Source: an optimization exercise on an open RTL-to-GDS flow (aim: small area and a short achievable clock period). Production flows keep margins and buffers that such runs may drop. RTL that was checked went through simulation tests only; none was proved equivalent to the original.

==> xenon <==
==> flow/design.v <==
module sab_unpack (
    input  wire        clk,
    input  wire        rst,
    input  wire        in_valid,
    input  wire [31:0] in_word,
    input  wire [31:0] in_layout,
    output reg         out_valid,
    output reg         out_err,
    output reg  [4:0]  out_width,
    output wire [31:0] out_iqi,
    output wire [31:0] out_iqq,
    output wire [63:0] out_i,
    output wire [63:0] out_q
);
    wire [4:0] mi = in_layout[28:24];
    wire [4:0] li = in_layout[20:16];
    wire [4:0] mq = in_layout[12:8];
    wire [4:0] lq = in_layout[4:0];
    wire hi_zero = ~|{in_layout[31:29], in_layout[23:21],
                      in_layout[15:13], in_layout[7:5]};
    wire [5:0] span_i = {1'b0, mi} - {1'b0, li};
    wire [5:0] span_q = {1'b0, mq} - {1'b0, lq};
    wire legal = hi_zero && (span_i == span_q) && !span_i[5] &&
                 (span_i[4:1] != 4'd0);
    wire [4:0] width = span_i[4:0] - 5'd1;
    function [29:0] extract;
        input [31:0] w;
        input [4:0]  m;
        input [4:0]  l;
        reg   [33:0] wx;
        reg          s;
        reg   [31:0] g;
        integer      j;
        begin
            wx = {w, 2'b00};
            s  = wx[m];
            for (j = 0; j < 32; j = j + 1)
                g[j] = (j + 2 <= m) ? w[j] : s;
            extract = ($signed(g) >>> l);
        end
    endfunction
    reg        v_r;
    reg        err_r;
    reg [4:0]  w_r;
    reg [29:0] iqi_r;
    reg [29:0] iqq_r;
    always @(posedge clk) begin
        if (rst)
            v_r <= 1'b0;
        else
            v_r <= in_valid;
        err_r     <= ~legal;
        w_r       <= width;
        iqi_r     <= extract(in_word, mi, li);
        iqq_r     <= extract(in_word, mq, lq);
    end
    function [63:0] to_f64;
        input [29:0] v;
        input [4:0]  w;
        reg          s;
        reg   [29:0] a;
        reg   [4:0]  lz;
        reg   [29:0] n;
        reg          nz;
        reg   [4:0]  e;
        integer      b;
        begin
            s  = v[29];
            a  = s ? (30'd0 - v) : v;
            nz = |a;
            lz = 5'd0;
            for (b = 0; b < 30; b = b + 1)
                if (a[b])
                    lz = 5'd29 - b[4:0];
            n  = a << lz;
            e  = 5'd29 - lz - w;
            to_f64 = {s, 1'b0, {5{nz}}, e & {5{nz}}, n[28:0], 23'd0};
        end
    endfunction
    wire [63:0] fi = to_f64(iqi_r, w_r);
    wire [63:0] fq = to_f64(iqq_r, w_r);
    reg [29:0] oi_r, oq_r;
    reg [34:0] fi_r, fq_r;    
    always @(posedge clk) begin
        if (rst)
            out_valid <= 1'b0;
        else
            out_valid <= v_r;
        out_err   <= err_r;
        out_width <= w_r;
        oi_r      <= iqi_r;
        oq_r      <= iqq_r;
        fi_r      <= {fi[56:52], fi[51:23], fi[57]};
        fq_r      <= {fq[56:52], fq[51:23], fq[57]};
    end
    assign out_iqi = {oi_r[29], oi_r[29], oi_r};
    assign out_iqq = {oq_r[29], oq_r[29], oq_r};
    assign out_i   = {oi_r[29], 1'b0, {5{fi_r[0]}}, fi_r[34:1], 23'd0};
    assign out_q   = {oq_r[29], 1'b0, {5{fq_r[0]}}, fq_r[34:1], 23'd0};
endmodule
==> flow/flow/run.sh <==
#!/bin/bash
# The standard layout, with plain buf_1 cells as the port buffers (instead of
# the default pick) so the I/O paths and the port-buffer area stay small, and
# timing repair aimed 6 ns below the clock period.
set -euo pipefail
bash standard.sh "BUFFER_PORTS_ARGS=-buffer_cell sky130_fd_sc_hd__buf_1" SETUP_SLACK_MARGIN=6 finish > flow_make.log 2>&1
==> flow/standard.sh <==
#!/bin/bash
# synth_recipe.tcl (not shown) runs the flow's synth.tcl, then flattens the netlist and writes it again
# the make line also repeats each setting of config.mk as NAME=value (left out here)
make -C /OpenROAD-flow-scripts/flow DESIGN_CONFIG=/design/flow/config.mk WORK_HOME=/design/flow/orfs CLKGATE_MAP_FILE= SYNTH_SCRIPT=/design/flow/synth_recipe.tcl "${@:-finish}"
==> flow/config.mk <==
export PLATFORM = sky130hd
export DESIGN_NAME = sab_unpack
export DESIGN_NICKNAME = sab_unpack
export VERILOG_FILES = /design/flow/design.v
export SDC_FILE = /design/flow/constraint.sdc
export NUM_CORES = 4
export LEC_CHECK = 0
export ABC_AREA = 1
export CAP_MARGIN = 20
export CORE_MARGIN = 2
export CORE_UTILIZATION = 40
export SLEW_MARGIN = 20
==> flow/constraint.sdc <==
create_clock -name core_clock -period 10.5 [get_ports {clk}]
set_input_delay 2.1000 -clock core_clock [delete_from_list [all_inputs] [get_ports {clk}]]
set_output_delay 2.1000 -clock core_clock [all_outputs]
set_load 0.01 [all_outputs]
==> garnet: changes against xenon <==
==> flow/design.v (replaced) <==
module sab_unpack (
    input  wire        clk,
    input  wire        rst,
    input  wire        in_valid,
    input  wire [31:0] in_word,
    input  wire [31:0] in_layout,
    output reg         out_valid,
    output reg         out_err,
    output reg  [4:0]  out_width,
    output reg  [31:0] out_iqi,
    output reg  [31:0] out_iqq,
    output reg  [63:0] out_i,
    output reg  [63:0] out_q
);
    reg        v_r;
    reg [31:0] word_r;
    reg [31:0] layout_r;
    always @(posedge clk) begin
        if (rst)
            v_r <= 1'b0;
        else
            v_r <= in_valid;
        word_r   <= in_word;
        layout_r <= in_layout;
    end
    wire [7:0] mi = layout_r[31:24];
    wire [7:0] li = layout_r[23:16];
    wire [7:0] mq = layout_r[15:8];
    wire [7:0] lq = layout_r[7:0];
    wire [7:0] span_i = mi - li;
    wire [7:0] span_q = mq - lq;
    wire legal = (mi > li) && (mq > lq) && (span_i == span_q) &&
                 (span_i >= 8'd2) && (mi <= 8'd31) && (mq <= 8'd31);
    wire [7:0] width8 = span_i - 8'd1;
    wire [4:0] width  = width8[4:0];
    wire [31:0] mask = (32'd1 << width) - 32'd1;
    wire [31:0] i_raw = (word_r >> li) & mask;
    wire [31:0] q_raw = (word_r >> lq) & mask;
    function [31:0] sext;
        input [31:0] raw;
        input [4:0]  w;
        input [31:0] m;
        begin
            if (raw[w - 5'd1])
                sext = raw | ~m;
            else
                sext = raw;
        end
    endfunction
    wire [31:0] i_s = sext(i_raw, width, mask);
    wire [31:0] q_s = sext(q_raw, width, mask);
    function [63:0] to_f64;
        input [31:0] v;
        input [4:0]  w;
        reg          s;
        reg [31:0]   a;
        reg [4:0]    p;
        reg [10:0]   e;
        reg [52:0]   m;
        integer      b;
        begin
            s = v[31];
            a = s ? (32'd0 - v) : v;
            p = 5'd0;
            for (b = 0; b < 32; b = b + 1)
                if (a[b])
                    p = b[4:0];
            e = 11'd1023 + {6'd0, p} - {6'd0, w} + 11'd1;
            m = {21'd0, a} << (6'd52 - {1'b0, p});
            if (a == 32'd0)
                to_f64 = 64'd0;
            else
                to_f64 = {s, e, m[51:0]};
        end
    endfunction
    wire [63:0] i_f = to_f64(i_s, width);
    wire [63:0] q_f = to_f64(q_s, width);
    always @(posedge clk) begin
        if (rst)
            out_valid <= 1'b0;
        else
            out_valid <= v_r;
        out_err   <= ~legal;
        out_width <= width;
        out_iqi   <= i_s;
        out_iqq   <= q_s;
        out_i     <= i_f;
        out_q     <= q_f;
    end
endmodule
==> flow/run.sh (new file) <==
#!/bin/bash
# synth_recipe.tcl (not shown) runs the flow's synth.tcl, then flattens the netlist and writes it again
# the make line also repeats each setting of config.mk as NAME=value (left out here)
make -C /OpenROAD-flow-scripts/flow DESIGN_CONFIG=/design/flow/config.mk WORK_HOME=/design/flow/orfs CLKGATE_MAP_FILE= SYNTH_SCRIPT=/design/flow/synth_recipe.tcl finish
Settings changed: ABC_AREA 1 to unset.
removed: flow/flow/run.sh
removed: flow/standard.sh
==> run_results.csv <==
group,metric,value,unit
sta,relSlewSlack,22.2,%
sta,whs,0.464,ns
layout,final_cells,3999,
min_path,worst_hold_startpoint,"v_r",
global_routing,grt_max_degree,45,
drt,dr_wl_met2,48600,um
yosys,yosys.area_share.adder,2.54,%
layout,fin_util,50.8,%
run_status,status,"no timing/DRC/antenna violations",
the above is filed under garnet

==> run_results.csv <==
group,metric,value,unit
sta,whs,0.331,ns
yosys,yosys.area_share.adder,2.74,%
sta,period_share,41.3,%
global_routing,grt_max_degree,36,
sta,relSlewSlack,44.7,%
min_path,worst_hold_startpoint,"err_r",
drt,dr_wl_met2,22000,um
run_status,status,"no timing/DRC/antenna violations",
critical_path,critPathMostFrequentCell,"o21ai_0",
the above is filed under xenon

Function not checked in xenon: the RTL went through the layout flow alone.

========
==> run P: inputs <==
sab_unpack, a different RTL version from the one above (not shown whole).
Design sab_unpack, start of the top module:
module sab_unpack (
    input  wire        clk,
    input  wire        rst,
    input  wire        in_valid,
    input  wire [31:0] in_word,
    input  wire [31:0] in_layout,
    output reg         out_valid,
    output reg         out_err,
    output reg  [4:0]  out_width,
    output wire [31:0] out_iqi,
    output wire [31:0] out_iqq,
    output wire [63:0] out_i,
    output wire [63:0] out_q
);
==> module sab_unpack, before the edit <==
module sab_unpack (
    input  wire        clk,
    input  wire        rst,
    input  wire        in_valid,
    input  wire [31:0] in_word,
    input  wire [31:0] in_layout,
    output reg         out_valid,
    output reg         out_err,
    output reg  [4:0]  out_width,
    output wire [31:0] out_iqi,
    output wire [31:0] out_iqq,
    output wire [63:0] out_i,
    output wire [63:0] out_q
);
    reg        v0_r;
    reg        hi0_r;
    reg [31:0] word_r;
    reg [4:0]  mi, li, mq, lq;
    always @(posedge clk) begin
        if (rst)
            v0_r <= 1'b0;
        else
            v0_r <= in_valid;
        hi0_r  <= ~|{in_layout[31:29], in_layout[23:21],
                     in_layout[15:13], in_layout[7:5]};
        word_r <= in_word;
        mi     <= in_layout[28:24];
        li     <= in_layout[20:16];
        mq     <= in_layout[12:8];
        lq     <= in_layout[4:0];
    end
    wire [5:0] span_i = {1'b0, mi} - {1'b0, li};
    wire [5:0] span_q = {1'b0, mq} - {1'b0, lq};
    wire legal = hi0_r && (span_i == span_q) && !span_i[5] &&
                 (span_i[4:1] != 4'd0);
    wire [4:0] width = mi - li - 5'd1;
    function [29:0] extract;
        input [31:0] w;
        input [4:0]  m;
        input [4:0]  l;
        reg   [33:0] wx;
        reg          s;
        reg   [31:0] g;
        reg   [63:0] x;
        integer      j;
        begin
            wx = {w, 2'b00};
            s  = wx[m];
            for (j = 0; j < 32; j = j + 1)
                g[j] = (j + 2 <= m) ? w[j] : s;
            x = {{32{s}}, g} >> l;
            extract = x[29:0];
        end
    endfunction
    reg        v_r;
    reg        err_r;
    reg [4:0]  w_r;
    reg [29:0] iqi_r;
    reg [29:0] iqq_r;
    always @(posedge clk) begin
        if (rst)
            v_r <= 1'b0;
        else
            v_r <= v0_r;
        err_r     <= ~legal;
        w_r       <= width;
        iqi_r     <= extract(word_r, mi, li);
        iqq_r     <= extract(word_r, mq, lq);
    end
    function [5:0] lzc32;    
        input [31:0] x;
        reg   [15:0] v1, c1;
        reg   [7:0]  v2;
        reg   [15:0] c2;
        reg   [3:0]  v3;
        reg   [11:0] c3;
        reg   [1:0]  v4;
        reg   [7:0]  c4;
        integer      i;
        begin
            for (i = 0; i < 16; i = i + 1) begin
                v1[i] = x[2*i+1] | x[2*i];
                c1[i] = ~x[2*i+1];
            end
            for (i = 0; i < 8; i = i + 1) begin
                v2[i] = v1[2*i+1] | v1[2*i];
                c2[2*i +: 2] = v1[2*i+1] ? {1'b0, c1[2*i+1]} : {1'b1, c1[2*i]};
            end
            for (i = 0; i < 4; i = i + 1) begin
                v3[i] = v2[2*i+1] | v2[2*i];
                c3[3*i +: 3] = v2[2*i+1] ? {1'b0, c2[2*(2*i+1) +: 2]}
                                         : {1'b1, c2[2*(2*i) +: 2]};
            end
            for (i = 0; i < 2; i = i + 1) begin
                v4[i] = v3[2*i+1] | v3[2*i];
                c4[4*i +: 4] = v3[2*i+1] ? {1'b0, c3[3*(2*i+1) +: 3]}
                                         : {1'b1, c3[3*(2*i) +: 3]};
            end
            lzc32 = {~(v4[1] | v4[0]),
                     v4[1] ? {1'b0, c4[7:4]} : {1'b1, c4[3:0]}};
        end
    endfunction
    function [63:0] to_f64;
        input [29:0] v;
        input [4:0]  k;    
        reg          s;
        reg   [29:0] u;
        reg   [29:0] a;
        reg   [5:0]  z;
        reg   [4:0]  lz;
        reg   [29:0] n;
        reg          nz;
        reg   [4:0]  e;
        begin
            s  = v[29];
            u  = v ^ {30{s}};
            a  = s ? (30'd0 - v) : v;
            nz = |v;
            z  = lzc32({u, 2'b11});    
            lz = z[4:0];
            n  = a << lz;
            e  = n[29] ? (k - lz) : (k - lz + 5'd1);
            to_f64 = {s, 1'b0, {5{nz}}, e & {5{nz}}, n[28:0], 23'd0};
        end
    endfunction
    wire [4:0]  kw = 5'd29 - w_r;
    wire [63:0] fi = to_f64(iqi_r, kw);
    wire [63:0] fq = to_f64(iqq_r, kw);
    reg [29:0] oi_r, oq_r;
    reg [34:0] fi_r, fq_r;    
    always @(posedge clk) begin
        if (rst)
            out_valid <= 1'b0;
        else
            out_valid <= v_r;
        out_err   <= err_r;
        out_width <= w_r;
        oi_r      <= iqi_r;
        oq_r      <= iqq_r;
        fi_r      <= {fi[56:52], fi[51:23], fi[57]};
        fq_r      <= {fq[56:52], fq[51:23], fq[57]};
    end
    assign out_iqi = {oi_r[29], oi_r[29], oi_r};
    assign out_iqq = {oq_r[29], oq_r[29], oq_r};
    assign out_i   = {oi_r[29], 1'b0, {5{fi_r[0]}}, fi_r[34:1], 23'd0};
    assign out_q   = {oq_r[29], 1'b0, {5{fq_r[0]}}, fq_r[34:1], 23'd0};
endmodule
export LEC_CHECK = 0
export ABC_AREA = 1
export CAP_MARGIN = 20
export CORE_MARGIN = 2
export CORE_UTILIZATION = 40
export SLEW_MARGIN = 20
export TNS_END_PERCENT = 0
create_clock -name core_clock -period 10.5 [get_ports {clk}]
standard.sh (not shown) runs the stock make flow with config.mk's settings and CLKGATE_MAP_FILE= SYNTH_SCRIPT=/design/flow/synth_recipe.tcl, a recipe that flattens the netlist after the stock synthesis.
==> flow/flow/run.sh <==
#!/bin/bash
set -euo pipefail
B="BUFFER_PORTS_ARGS=-buffer_cell sky130_fd_sc_hd__buf_1"
bash standard.sh "$B" SETUP_SLACK_MARGIN=7.5 cts > flow_make_cts.log 2>&1
bash standard.sh "$B" SETUP_SLACK_MARGIN=7.5 finish > flow_make_finish.log 2>&1
==> run M (differences from run P) <==
--- a/flow/design.v
+++ b/flow/design.v
@@ -17,4 +17,6 @@
     reg [31:0] word_r;
     reg [4:0]  mi, li, mq, lq;
+    reg        si, sq;    
+    wire [33:0] wx_in = {in_word, 2'b00};
     always @(posedge clk) begin
         if (rst)
@@ -29,4 +31,6 @@
         mq     <= in_layout[12:8];
         lq     <= in_layout[4:0];
+        si     <= wx_in[in_layout[28:24]];
+        sq     <= wx_in[in_layout[12:8]];
     end
     wire [5:0] span_i = {1'b0, mi} - {1'b0, li};
@@ -39,12 +43,9 @@
         input [4:0]  m;
         input [4:0]  l;
-        reg   [33:0] wx;
-        reg          s;
+        input        s;
         reg   [31:0] g;
         reg   [63:0] x;
         integer      j;
         begin
-            wx = {w, 2'b00};
-            s  = wx[m];
             for (j = 0; j < 32; j = j + 1)
                 g[j] = (j + 2 <= m) ? w[j] : s;
@@ -65,6 +66,6 @@
         err_r     <= ~legal;
         w_r       <= width;
-        iqi_r     <= extract(word_r, mi, li);
-        iqq_r     <= extract(word_r, mq, lq);
+        iqi_r     <= extract(word_r, mi, li, si);
+        iqq_r     <= extract(word_r, mq, lq, sq);
     end
     function [5:0] lzc32;    
==> flow/flow/run.sh (replaced) <==
#!/bin/bash
set -euo pipefail
S="$PWD/orfs_scripts"
rm -rf "$S"
cp -r "$FLOW_HOME/scripts" "$S"
cp flow/abc_area.script "$S/abc_area.script"
B="BUFFER_PORTS_ARGS=-buffer_cell sky130_fd_sc_hd__buf_1"
bash standard.sh "$B" SCRIPTS_DIR="$S" synth > flow_make_synth.log 2>&1
bash standard.sh "$B" SETUP_SLACK_MARGIN=7.5 cts > flow_make_cts.log 2>&1
bash standard.sh "$B" SETUP_SLACK_MARGIN=7.5 finish > flow_make_finish.log 2>&1
==> flow/flow/abc_area.script (new file) <==
strash
dch
map -B 0.9
strash
dch
map -B 0.9
topo
stime -c
buffer -c
upsize -c
dnsize -c
- CORE_UTILIZATION: 40 -> 60
- CTS_CLUSTER_DIAMETER: default -> 80
- CTS_CLUSTER_SIZE: default -> 40
==> run A (differences from run P) <==
==> flow/design.v (replaced) <==
module sab_unpack (
    input  wire        clk,
    input  wire        rst,
    input  wire        in_valid,
    input  wire [31:0] in_word,
    input  wire [31:0] in_layout,
    output reg         out_valid,
    output reg         out_err,
    output reg  [4:0]  out_width,
    output wire [31:0] out_iqi,
    output wire [31:0] out_iqq,
    output wire [63:0] out_i,
    output wire [63:0] out_q
);
    wire [4:0] mi = in_layout[28:24];
    wire [4:0] li = in_layout[20:16];
    wire [4:0] mq = in_layout[12:8];
    wire [4:0] lq = in_layout[4:0];
    wire hi_zero = ~|{in_layout[31:29], in_layout[23:21],
                      in_layout[15:13], in_layout[7:5]};
    wire [5:0] span_i = {1'b0, mi} - {1'b0, li};
    wire [5:0] span_q = {1'b0, mq} - {1'b0, lq};
    wire legal = hi_zero && (span_i == span_q) && !span_i[5] &&
                 (span_i[4:1] != 4'd0);
    wire [4:0] width = span_i[4:0] - 5'd1;
    function [29:0] extract;
        input [31:0] w;
        input [4:0]  m;
        input [4:0]  l;
        reg   [33:0] wx;
        reg          s;
        reg   [31:0] g;
        integer      j;
        begin
            wx = {w, 2'b00};
            s  = wx[m];
            for (j = 0; j < 32; j = j + 1)
                g[j] = (j + 2 <= m) ? w[j] : s;
            extract = ($signed(g) >>> l);
        end
    endfunction
    reg [29:0] iqi_r;
    reg [29:0] iqq_r;
    always @(posedge clk) begin
        if (rst)
            out_valid <= 1'b0;
        else
            out_valid <= in_valid;
        out_err   <= ~legal;
        out_width <= width;
        iqi_r     <= extract(in_word, mi, li);
        iqq_r     <= extract(in_word, mq, lq);
    end
    function [63:0] to_f64;
        input [29:0] v;
        input [4:0]  w;
        reg          s;
        reg   [29:0] a;
        reg   [4:0]  lz;
        reg   [29:0] n;
        reg          nz;
        reg   [4:0]  e;
        integer      b;
        begin
            s  = v[29];
            a  = s ? (30'd0 - v) : v;
            nz = |a;
            lz = 5'd0;
            for (b = 0; b < 30; b = b + 1)
                if (a[b])
                    lz = 5'd29 - b[4:0];
            n  = a << lz;
            e  = 5'd29 - lz - w;
            to_f64 = {s, 1'b0, {5{nz}}, e & {5{nz}}, n[28:0], 23'd0};
        end
    endfunction
    assign out_iqi = {iqi_r[29], iqi_r[29], iqi_r};
    assign out_iqq = {iqq_r[29], iqq_r[29], iqq_r};
    assign out_i   = to_f64(iqi_r, out_width);
    assign out_q   = to_f64(iqq_r, out_width);
endmodule
==> flow/run.sh (new file) <==
#!/bin/bash
# synth_recipe.tcl (not shown) runs the flow's synth.tcl, then flattens the netlist and writes it again
# the make line also repeats each setting of config.mk as NAME=value (left out here)
make -C /OpenROAD-flow-scripts/flow DESIGN_CONFIG=/design/flow/config.mk WORK_HOME=/design/flow/orfs CLKGATE_MAP_FILE= SYNTH_SCRIPT=/design/flow/synth_recipe.tcl finish
- CORE_UTILIZATION: 40 -> 85
- PLACE_DENSITY: default -> 0.9
- TNS_END_PERCENT: 0 -> default
removed: flow/flow/run.sh
removed: flow/standard.sh
==> reports/qor.log <==
INFO  synthesis      synth.top_cells.by_area=dfxtp_1 (28%), nand2_1 (20%), nand3_1 (17%)
INFO  setup_path     regToRegEndpoint=fq_r[34]$_DFF_P_
INFO  layout         layout.clock.cell_area_share=4.67%
INFO  setup_path     cell_with_the_biggest_individual_delay_on_the_critical_path=dfxtp_1
INFO  setup_path     ff2ff_setup_slack=7.40ns
INFO  global_routing global_route.usage.met1=34.8%
INFO  synthesis      synth_sequential_area_ratio=28.2%
INFO  setup_path     critPathArrivalTime=1.06ns
INFO  outcome        run_status=no timing/DRC/antenna violations
INFO  timing         timing.final.crit_share=30.1%
INFO  layout         final.fill_count=4824
Source of the figures above: run P

==> reports/qor.log <==
INFO  setup_path     cell_with_the_biggest_individual_delay_on_the_critical_path=dfxtp_1
INFO  layout         layout.clock.cell_area_share=2.92%
INFO  outcome        run_status=no timing/DRC/antenna violations
INFO  global_routing global_route.usage.met1=45.5%
INFO  timing         setup-tns-final=0ns
INFO  setup_path     critPathArrivalTime=1.07ns
INFO  setup_path     regToRegEndpoint=fi_r[32]$_DFF_P_
INFO  synthesis      synth_sequential_area_ratio=30.0%
INFO  setup_path     cpLargestDelayFamily=flip-flops
INFO  timing         timing.final.crit_share=30.2%
INFO  layout         non_clock_buffer_count=275
INFO  synthesis      synth.top_cells.by_area=dfxtp_1 (30%), nand2_1 (18%), o21ai_0 (10%)
INFO  synthesis      yosysWarnings=1
INFO  layout         final.fill_count=2629
INFO  layout         multiInputGateArea=10800um2
INFO  layout         sequential_cell_area_in_the_final_layout=5200um2
Source of the figures above: run M

==> reports/qor.log <==
INFO  outcome        run_status=aborted with a tool error
INFO  outcome        failed_at=global placement without I/O (3_1_place_gp_skip_io)
INFO  outcome        toolErrorMsg=[ERROR GPL-0301] Utilization 104.763 % exceeds 100%.
INFO  synthesis      yosysWarnings=1
INFO  synthesis      synth_top_family_by_area=simple AND/OR/NAND/NOR gates
INFO  floorplan      die_width=127um
INFO  synthesis      synthMostInstantiatedCell=nand2_1
INFO  synthesis      synthCells=2372
INFO  synthesis      synth.top_cells.by_area=nand2_1 (21%), nand3_1 (13%), o21ai_0 (11%)
INFO  synthesis      post_synth_instance_area=12800um2
INFO  synthesis      synth_compound_area_share=18.2%
INFO  synthesis      synth_top_area_cell=nand2_1
INFO  synthesis      adder_and_majority_gate_portion_of_the_synthesized_area=3.36%
INFO  floorplan      initial_utilization=87.5%
INFO  floorplan      die_y=127um
INFO  synthesis      synth_simple_gate_area_share=45.7%
INFO  floorplan      fp-row-count=44
INFO  synthesis      synth_sequential_area_ratio=10.5%
INFO  synthesis      synth.lib_cells_used.distinct=53
Source of the figures above: run A

Function not checked in run A: the RTL went through the layout flow alone.

re-timing with driven ports:
No port has a modelled driver above. Below, the same layouts with a new extraction and two added sets of constraints. Step 1 assumes that a clkbuf_16 drives the clock port and a buf_2 every other input. Step 2 also shifts input and output timing later by t, the mid clock arrival at the registers, as if the neighbouring blocks saw the same clock. Three values: ideal, step 1, step 2; two values: the first two.
run	t, ns	setup WS [ns]	worst setup path at the end	latest minus earliest clock arrival (ns)	slew at the worst register clock pin (ns)
xenon	0.554	6.160 / 6.175 / 5.621	input to register	0.017 / 0.018	0.07 / 0.07
garnet	0.649	0.394 / 0.394 / 0.394	register to register	0.035 / 0.035	0.06 / 0.06
run P	0.619	7.339 / 7.283 / 7.186	input to register	0.008 / 0.008	0.06 / 0.06
run M	0.560	7.327 / 7.275 / 6.815	input to register	0.027 / 0.027	0.11 / 0.11
After both steps setup and hold are still met in every run listed. The setup slack of xenon, which loses most, moves by +0.015 ns with the drivers and by -0.539 ns with both steps.
